This design comes from an exercise in tuning for small area and a short achievable clock period on the open sky130 flow, not from production work.
Function was checked by simulation only, so behaviour that the tests miss may differ from the original.
Power and IR drop assume default switching activity.

==> trial 89: inputs <==
## dccap_fa
module dccap_fa (
    input  wire        clk,
    input  wire        rst,          
    input  wire        tick,         
    input  wire        cmd_we,
    input  wire [31:0] cmd_wdata,
    input  wire [2:0]  rd_addr,
    output reg  [31:0] rd_data,
    output wire        busy,         
    output wire        bus_req,
    output wire        bus_rd,
    output wire [1:0]  bus_len,
    output wire [23:0] bus_wdata,
    input  wire        bus_ack,
    input  wire        bus_ok,
    input  wire [15:0] bus_rdata,
    output wire        out_a,
    output wire        out_b,
    output wire        out_pwm
);
Settings: LEC_CHECK=0, ABC_AREA=1, CAP_MARGIN=20, CORE_MARGIN=2, CORE_UTILIZATION=40, CTS_BUF_LIST=sky130_fd_sc_hd__clkbuf_8, SLEW_MARGIN=20; clock period 125.0 ns.
run.sh (not shown) runs the stock make flow with config.mk's settings and CLKGATE_MAP_FILE= SYNTH_SCRIPT=/design/flow/synth_recipe.tcl, a recipe that flattens the netlist after the stock synthesis.
==> inputs of build 3, as changes to trial 89 <==
--- a/flow/design.v
+++ b/flow/design.v
@@ -22,10 +22,22 @@
     localparam [2:0] OP_RDREG  = 3'd2;
     localparam [2:0] OP_RDRES  = 3'd3;
     localparam [2:0] OP_RDID   = 3'd4;
     localparam [2:0] OP_DEVRST = 3'd5;
     localparam [2:0] OP_INIT   = 3'd6;
+    function [15:0] inc16;           
+        input [15:0] x;
+        integer i;
+        reg c;
+        begin
+            c = 1'b1;
+            for (i = 0; i < 16; i = i + 1) begin
+                inc16[i] = x[i] ^ c;
+                c = c & x[i];
+            end
+        end
+    endfunction
     reg         busy;
     reg [1:0]   err;         
     reg         ovr, ill, idmm;
     reg [27:0]  res;
     reg [4:0]   pc;
@@ -40,11 +52,11 @@
     wire op_wr1  = (opc == OP_WRREG) || (opc == OP_DEVRST);
     wire op_rd   = (opc == OP_RDREG) || (opc == OP_RDID);
     wire op_res  = (opc == OP_RDRES);
     wire op_init = (opc == OP_INIT);
     wire pc0     = (pc == 5'd0);
-    wire init_wr = op_init && (pc[4:2] != 3'd0) && (pc < 5'd22);
+    wire init_wr = op_init && (pc[4:2] != 3'd0) && !(pc[4] && pc[2] && pc[1]);   
     wire u_tx3    = (op_wr1 && pc0) || init_wr;
     wire u_tx1    = ((op_rd || op_init) && pc0) || (op_res && !pc[0] && !pc[2]);
     wire u_rx     = ((op_rd || op_init) && pc == 5'd1) || (op_res && pc[0]);
     wire u_idchk  = op_init && (pc == 5'd2);
     wire u_settle = op_init && (pc == 5'd22);
@@ -84,15 +96,15 @@
             wcnt <= 14'd0;
         end else begin
             if (busy) begin
                 if (wt) begin
                     if (wait_end) begin
-                        if (!settle) att <= att + 2'd1;
+                        if (!settle) att <= {att[0], ~att[0]};    
                         wt   <= 1'b0;
                         wcnt <= 14'd0;
                     end else if (tick) begin
-                        wcnt <= wcnt + 14'd1;
+                        wcnt <= inc16({2'd0, wcnt});
                     end
                 end else if (u_bus) begin
                     if (bus_ack) begin
                         if (bus_ok) begin
                             att <= 2'd0;
@@ -138,13 +150,13 @@
     always @(posedge clk) begin
         if (accept) begin
             opc <= cmd_op[2:0];
             pc  <= 5'd0;
         end else if (step1) begin
-            pc  <= pc + 5'd1;
+            pc  <= inc16({11'd0, pc});
         end else if (step2) begin
-            pc  <= pc + 5'd2;
+            pc  <= {inc16({12'd0, pc[4:1]}), pc[0]};
         end
     end
     wire [2:0] cop = cmd_op[2:0];
     wire [7:0] first_a = ((cop == OP_RDRES) ? {cmd_a[6:0], 1'b0} : cmd_a) |
                          ((cop == OP_RDID || cop == OP_INIT) ? 8'h7F : 8'h00) |
@@ -186,17 +198,56 @@
     localparam [18:0] NUM = 19'd500000;   
     localparam integer K  = SPLIT;
     localparam [1:0] HB_IDLE     = 2'd0;
     localparam [1:0] HB_CLAIM    = 2'd1;
     localparam [1:0] HB_DEADTIME = 2'd2;
+    function [15:0] inc16;           
+        input [15:0] x;
+        integer i;
+        reg c;
+        begin
+            c = 1'b1;
+            for (i = 0; i < 16; i = i + 1) begin
+                inc16[i] = x[i] ^ c;
+                c = c & x[i];
+            end
+        end
+    endfunction
+    function lt24;                   
+        input [23:0] a;
+        input [23:0] b;
+        integer i;
+        reg l;
+        begin
+            l = 1'b0;
+            for (i = 0; i < 24; i = i + 1)
+                l = (~a[i] & b[i]) | (~(a[i] ^ b[i]) & l);
+            lt24 = l;
+        end
+    endfunction
     wire [6:0] duty_clamped = duty_arg[15]               ? 7'd0 :
-                              (duty_arg[14:0] > 15'd100) ? 7'd100 : duty_arg[6:0];
+                              lt24(24'd100, {9'd0, duty_arg[14:0]}) ? 7'd100 : duty_arg[6:0];
+    function [8:0] add7x5;           
+        input [6:0] d;
+        integer i;
+        reg c, a, b;
+        begin
+            add7x5[1:0] = d[1:0];
+            c = 1'b0;
+            for (i = 2; i < 9; i = i + 1) begin
+                a = (i - 2 < 7) ? d[i-2] : 1'b0;
+                b = (i < 7) ? d[i] : 1'b0;
+                add7x5[i] = a ^ b ^ c;
+                c = (a & b) | (a & c) | (b & c);
+            end
+        end
+    endfunction
     function [9:0] ccr_of;
         input [6:0] d;
         reg [9:0] t;
         begin
-            t = {d, 3'b000} + {2'b00, d, 1'b0};
+            t = {add7x5(d), 1'b0};
             ccr_of = (d[6] & d[5] & d[2]) ? 10'd999 : t;
         end
     endfunction
     wire [18:0] d1 = hz_arg[18:0];
     wire [18:0] d2;
@@ -262,17 +313,17 @@
     reg [10:0] hb_dt;
     assign d2 = tog_hz[18:0];
     wire hz_lt8  = ~|tog_hz[23:3];
     wire hz_zero = hz_lt8 & ~|tog_hz[2:0];
     wire tog_run = ~hz_zero;
-    wire hz_big  = (tog_hz > 24'd500000);
+    wire hz_big  = lt24(24'd500000, tog_hz);
     wire [15:0] reload = hz_lt8 ? {16{~hz_zero}} :
                          hz_big ? 16'd1 : q2;
     wire pwm_wrap = (pwm_hi == 7'd99) && (pwm_lo == 4'd9);
-    assign out_pwm = (pwm_hi < duty_act) &&
+    assign out_pwm = lt24({17'd0, pwm_hi}, {17'd0, duty_act}) &&
                      !(duty_act[6] && duty_act[5] && duty_act[2] && pwm_wrap);
-    wire [15:0] tog_inc   = tog_cnt + 16'd1;
+    wire [15:0] tog_inc   = inc16(tog_cnt);
     wire        tog_event = tog_run && (tog_inc == reload);
     wire        hz_load   = set_hz && (hz_arg != 24'd0);
     always @(posedge clk) begin
         if (hz_load) begin
             dv_r <= r1[K][18:K];
@@ -302,13 +353,13 @@
                         duty_act <= duty;
                         ccr_upd  <= 1'b0;
                     end
                 end else if (pwm_lo == 4'd9) begin
                     pwm_lo <= 4'd0;
-                    pwm_hi <= pwm_hi + 7'd1;
+                    pwm_hi <= inc16({9'd0, pwm_hi});
                 end else begin
-                    pwm_lo <= pwm_lo + 4'd1;
+                    pwm_lo <= inc16({12'd0, pwm_lo});
                 end
             end
             case (hb_phase)
                 HB_IDLE: begin
                     if (pending) hb_phase <= HB_CLAIM;
@@ -342,11 +393,11 @@
             tog_cnt <= tog_event ? 16'd0 : tog_inc;
         if (hb_phase == HB_CLAIM) begin
             hb_dt     <= 11'd0;
             hb_target <= out_a;
         end else if (tick && hb_phase == HB_DEADTIME && hb_dt != 11'd2000) begin
-            hb_dt <= hb_dt + 11'd1;
+            hb_dt <= inc16({5'd0, hb_dt});
         end
     end
     wire [1:0] dir  = {out_b, out_a};
     wire [1:0] view = pending ? 2'd1 : (hb_phase != HB_IDLE) ? 2'd2 : 2'd0;
     assign act_status    = {6'd0, view, 1'b0, duty, 7'd0, out_pwm, dir, hb_phase, tog_run, pending, out_b, out_a};
@@ -417,11 +468,11 @@
         .bus_ok    (bus_ok),
         .bus_rdata (bus_rdata),
         .fr_status (fr_status),
         .result    (result)
     );
-    dccap_act #(.SPLIT(8), .LA(16'h001F)) u_act (
+    dccap_act #(.SPLIT(7), .LA(16'h008F)) u_act (
         .clk           (clk),
         .rst           (rst),
         .tick          (tick),
         .set_duty      (set_duty),
         .duty_arg      (d),
@@ -435,18 +486,13 @@
         .toggle_reload (toggle_reload),
         .pwm_ccr       (pwm_ccr),
         .pwm_ccr_next  (pwm_ccr_next)
     );
     assign busy = fr_status[0];
+    wire [7:0] rsel = 8'd1 << rd_addr;
     always @(*) begin
-        case (rd_addr)
-            3'd0:    rd_data = 32'd0;           
-            3'd1:    rd_data = fr_status;
-            3'd2:    rd_data = result;
-            3'd3:    rd_data = act_status;
-            3'd4:    rd_data = toggle_hz;
-            3'd5:    rd_data = toggle_reload;
-            3'd6:    rd_data = pwm_ccr;
-            default: rd_data = pwm_ccr_next;
-        endcase
+        rd_data = ({32{rsel[1]}} & fr_status) | ({32{rsel[2]}} & result) |
+                  ({32{rsel[3]}} & act_status) | ({32{rsel[4]}} & toggle_hz) |
+                  ({32{rsel[5]}} & toggle_reload) | ({32{rsel[6]}} & pwm_ccr) |
+                  ({32{rsel[7]}} & pwm_ccr_next);
     end
 endmodule
==> flow/flow/run.sh (new file) <==
#!/bin/bash
# The standard layout (the standard.sh: ORFS synthesis to final
# layout) with two changes: every port is buffered by a plain buffer
# cell instead of the default choice (a delay buffer), and the clock tree
# is built without dummy balancing loads.
set -euo pipefail
export BUFFER_PORTS_ARGS="-buffer_cell sky130_fd_sc_hd__buf_1"
export CTS_ARGS="-sink_clustering_enable -repair_clock_nets -buf_list sky130_fd_sc_hd__clkbuf_8 -dont_use_dummy_load"
export RECOVER_POWER=100
bash standard.sh finish > standard_flow.log 2>&1
==> flow/standard.sh (new file) <==
#!/bin/bash
# synth_recipe.tcl (not shown) runs the flow's synth.tcl, then flattens the netlist and writes it again
# the make line also repeats each setting of config.mk as NAME=value (left out here)
make -C /OpenROAD-flow-scripts/flow DESIGN_CONFIG=/design/flow/config.mk WORK_HOME=/design/flow/orfs CLKGATE_MAP_FILE= SYNTH_SCRIPT=/design/flow/synth_recipe.tcl "${@:-finish}"
CTS_CLUSTER_SIZE = 10   (was unset)
removed: flow/run.sh
==> qor summary <==
quantity                                                                    build 3           trial 89
Number of buffers and inverters on the critical path                             10                 13
Area of all placed cells without fillers                                  17800 um2          19000 um2
CP arrival                                                                 30.20 ns           29.67 ns
R2R Path End                                                       u_act.tog_cnt[3]  u_act.tog_cnt[14]
Routed wl met3                                                              3160 um            2410 um
Synthesized area divided by synthesized cell count                         7.71 um2           7.47 um2
Clock Power Share                                                             0.298              0.348
Outcome                                                             failed layout checks     finished clean
Layout check failures                                 capacitance limit, slew limit                  -
Highest clock rate                                                       0.0181 GHz         0.0183 GHz
Placement row count                                                              74                 75
Cell depth of the worst setup path                                              131                147
Post-synth top area share                                                     0.165              0.163
Detailed-routing wirelength on met1                                        23500 um           23300 um
Area occupied by registers                                                 4350 um2           4290 um2
CTS Sinks                                                                       191                189
Multi-input combinational cell count                                           1636               1707

## port drivers added, routing unchanged
How much do the figures lean on ideal ports? The routed layouts below were timed once more, with nothing changed but the port constraints.
Step 1: set_driving_cell puts a clkbuf_16 on clk and a buf_2 on each other input, an assumption about the parent block.
Step 2 moves the port delays by t, midway between the first and last clock arrival at a register: inputs arrive t later, outputs are due t later. That takes back most of the time a late clock gives input paths.
Slacks: ideal / step 1 / step 2; pairs: ideal / step 1.
run	t (ns)	setup slack, ns	worst hold slack (ns)	worst setup path at the end
trial 89	0.546	70.333 / 70.285 / 70.830	0.454 / 0.454 / 0.454	register to output
build 3	0.512	69.801 / 69.756 / 70.268	0.461 / 0.461 / 0.461	register to output
